What follows belongs to an exercise in optimizing a design on an open flow for a short achievable clock period and few clock cycles per item; a production flow would make more cautious choices. The clock input has no modelled driver; a real chip could not lean on it and would need a root buffer or a full tree. No activity file was given, so power comes from the tool's default toggle rates.

run 1:
## gfe
module gfe (
    input  wire        clk,
    input  wire        rst,           
    input  wire        cfg_mode,      
    input  wire [3:0]  cfg_base_col,  
    input  wire        in_valid,
    output wire        in_ready,
    input  wire [7:0]  in_data,
    output wire        out_valid,
    input  wire        out_ready,
    output wire [7:0]  out_data,
    input  wire        stat_rd,
    input  wire [7:0]  stat_addr,
    output reg         stat_rvalid,
    output reg  [31:0] stat_rdata
);
    localparam [2:0] S_LISTEN = 3'd0,
                     S_ACCUM  = 3'd1,
                     S_RENDER = 3'd2,
                     S_ACK    = 3'd3,
                     S_DIAG   = 3'd4,
                     S_FAULT  = 3'd5;
    localparam [3:0] C_EOF_AT_BOUNDARY = 4'd1,
                     C_EOF_MID_FRAME   = 4'd2,
                     C_RX_OVERRUN      = 4'd3,
                     C_NET_READ_ERROR  = 4'd4,
                     C_ACK_WRITE_ERROR = 4'd5,
                     C_DISPLAY_ERROR   = 4'd6,
                     C_PROTOCOL        = 4'd7;
    localparam [7:0] T_NET_ACCEPT   = 8'h10,
                     T_NET_READ     = 8'h11,
                     T_NET_WRITE    = 8'h12,
                     T_DISP_CLEAR   = 8'h20,
                     T_DISP_TEXT    = 8'h21,
                     T_DISP_LOAD    = 8'h22,
                     T_DISP_CURSOR  = 8'h23,
                     T_DISP_CHAR    = 8'h24;
    localparam [7:0] T_NET_ACCEPTED = 8'h18,
                     T_NET_DATA     = 8'h19,
                     T_NET_READ_ERR = 8'h1A,
                     T_NET_WR_DONE  = 8'h1B,
                     T_NET_WR_ERR   = 8'h1C,
                     T_DISP_OK      = 8'h28,
                     T_DISP_ERR     = 8'h29;
  ...
For scale: about 2400 cells after synthesis, about 850 flip-flops, about 69 I/O pins, ~32000 um^2 of cells after synthesis.
==> module gfe_hs, before the edit <==
module gfe_hs (
    input  wire        in_valid,
    input  wire [7:0]  in_data,
    input  wire        out_ready,
    input  wire        rdy,         
    input  wire        ov,          
    input  wire        more,        
    input  wire        t_listen,    
    input  wire        t_render,    
    input  wire        t_diag_go,   
    input  wire        t_ack,       
    input  wire        nx_tag,      
    input  wire        nx_len,      
    input  wire        d_end,       
    input  wire        d_go,        
    output wire        fire,        
    output wire        ov_d,        
    output wire        rdy_d,       
    output wire        load_d       
);
    wire i18   = (in_data == 8'h18);
    wire i19   = (in_data == 8'h19);
    wire i1b   = (in_data == 8'h1B);
    wire i2829 = (in_data[7:1] == 7'h14);
    wire i28   = i2829 && !in_data[0];
    wire i00   = (in_data == 8'h00);
    assign fire = in_valid && rdy;
    wire m_ok  = (i18 && t_listen) || (i28 && (t_render || t_diag_go)) || (i1b && t_ack) || d_go;
    wire m_go  = m_ok || (i2829 && t_render);
    wire m_end = (nx_tag && !i19) || (nx_len && i00) || d_end;
    wire done  = out_ready && !more;    
    assign load_d = fire && m_ok;
    assign ov_d   = ov ? !done : (fire && m_go);
    assign rdy_d  = !(fire && m_end) && (!ov || done);
endmodule
==> flow/config.mk <==
export PLATFORM = sky130hd
export DESIGN_NAME = gfe
export DESIGN_NICKNAME = gfe
export VERILOG_FILES = /design/flow/design.v
export SDC_FILE = /design/flow/constraint.sdc
export NUM_CORES = 4
export LEC_CHECK = 0
export CAP_MARGIN = 20
export CORE_MARGIN = 2
export CORE_UTILIZATION = 40
export PLACE_DENSITY = 0.6
export SETUP_SLACK_MARGIN = 4.0
export SLEW_MARGIN = 20
export SYNTH_HIERARCHICAL = 1
==> flow/constraint.sdc <==
create_clock -name core_clock -period 5.5 [get_ports {clk}]
set_input_delay 1.1000 -clock core_clock [delete_from_list [all_inputs] [get_ports {clk}]]
set_output_delay 1.1000 -clock core_clock [all_outputs]
set_load 0.01 [all_outputs]
standard.sh (not shown) runs the stock make flow with config.mk's settings and CLKGATE_MAP_FILE= SYNTH_SCRIPT=/design/flow/synth_recipe.tcl, a recipe that flattens the netlist after the stock synthesis.
==> flow/flow/run.sh <==
#!/bin/bash
# The standard layout (the standard.sh: ORFS from synthesis to the final
# layout), except that the clock tree is built by flow/cts_tree.tcl: four
# clkinv_16 fed by the clock port, each driving clkinv_8 that each drive a
# group of nearby flip-flops (two inverting stages on every clock path, so
# the flip-flops see the clock's own polarity).
# The make output goes to flow_make.log here; ORFS keeps each step's log
# under orfs/logs/.
set -euo pipefail
export PRE_CTS_TCL="$PWD/flow/cts_tree.tcl"
export TREE_PER_LEAF=24
export TREE_ROOT_CELL=sky130_fd_sc_hd__clkinv_16
export TREE_LEAF_CELL=sky130_fd_sc_hd__clkinv_8
bash standard.sh > flow_make.log 2>&1
Other scripts of this flow, unchanged in this note and not shown: flow/flow/cts_tree.tcl
Input changes introduced in run 2 (baseline for comparison: run 1):
--- a/flow/design.v
+++ b/flow/design.v
@@ -463,19 +463,23 @@
     output wire        rdy_d,       
     output wire        load_d       
 );
-    wire i18   = (in_data == 8'h18);
-    wire i19   = (in_data == 8'h19);
-    wire i1b   = (in_data == 8'h1B);
-    wire i2829 = (in_data[7:1] == 7'h14);
-    wire i28   = i2829 && !in_data[0];
-    wire i00   = (in_data == 8'h00);
+    wire h0 = (in_data[7:4] == 4'h0);
+    wire h1 = (in_data[7:4] == 4'h1);
+    wire h2 = (in_data[7:4] == 4'h2);
+    wire l0 = (in_data[3:0] == 4'h0);
+    wire l8 = (in_data[3:0] == 4'h8);
+    wire l9 = (in_data[3:0] == 4'h9);
+    wire lb = (in_data[3:0] == 4'hB);
+    wire l89 = (in_data[3:1] == 3'b100);
     assign fire = in_valid && rdy;
-    wire m_ok  = (i18 && t_listen) || (i28 && (t_render || t_diag_go)) || (i1b && t_ack) || d_go;
-    wire m_go  = m_ok || (i2829 && t_render);
-    wire m_end = (nx_tag && !i19) || (nx_len && i00) || d_end;
+    wire m_ok  = (l8 && ((h1 && t_listen) || (h2 && (t_render || t_diag_go)))) ||
+                 (lb && h1 && t_ack) || d_go;
+    wire m_go  = (l8 && ((h1 && t_listen) || (h2 && t_diag_go))) || (l89 && h2 && t_render) ||
+                 (lb && h1 && t_ack) || d_go;
+    wire m_end = (nx_tag && !(h1 && l9)) || (nx_len && h0 && l0) || d_end;
     wire done  = out_ready && !more;    
     assign load_d = fire && m_ok;
-    assign ov_d   = ov ? !done : (fire && m_go);
+    assign ov_d   = (ov && !done) || (fire && m_go);    
     assign rdy_d  = !(fire && m_end) && (!ov || done);
 endmodule
 module gfe_dec (
Findings:
- Number of global-route vias before repair in run 2 vs run 1: up 318
- The setup slack of run 2 is smaller than that of run 1.
- Run 1 and run 2 ended up with roughly the same height of the die.
- Cmp run 2 and run 1 / cell count / higher: run 2
- Summary of run 2 over run 1: routed wire length moved up; total design power moved down.
- Looking at cell with the largest stage delay on the worst path, the sky130_fd_sc_hd__and4b_1 result is from run 1; the sky130_fd_sc_hd__o311ai_2 one comes from run 2.
No functional check of the RTL was part of any run of this note. No run of this note takes its clock network from TritonCTS; it comes from the design's own scripts or RTL.

==> what the ideal ports hide <==
The results above use ideal ports. As a check the final layouts listed here were re-extracted and re-timed, cells and wires unchanged. Step 1 assumes that a clkbuf_16 drives the clock port and a buf_2 every other input. Step 2, shift: input delay + t, output delay - t, t = (earliest + latest rising clock arrival at the registers) / 2. This alone moves slack from input paths to output paths. Three values: ideal ports, drivers, drivers and shift; two values: the first two.
| run | t, ns | setup slack, ns | hold slack, ns |
|---|---|---|---|
| run 1 | 0.533 | 3.512 / 3.283 / 2.750 | 0.424 / 0.425 / 0.425 |
| run 2 | 0.534 | 3.385 / 3.174 / 2.640 | 0.412 / 0.413 / 0.413 |
After both steps setup and hold are still met in every run listed. The setup slack of run 1, which loses most, moves by -0.229 ns with the drivers and by -0.762 ns with both steps.
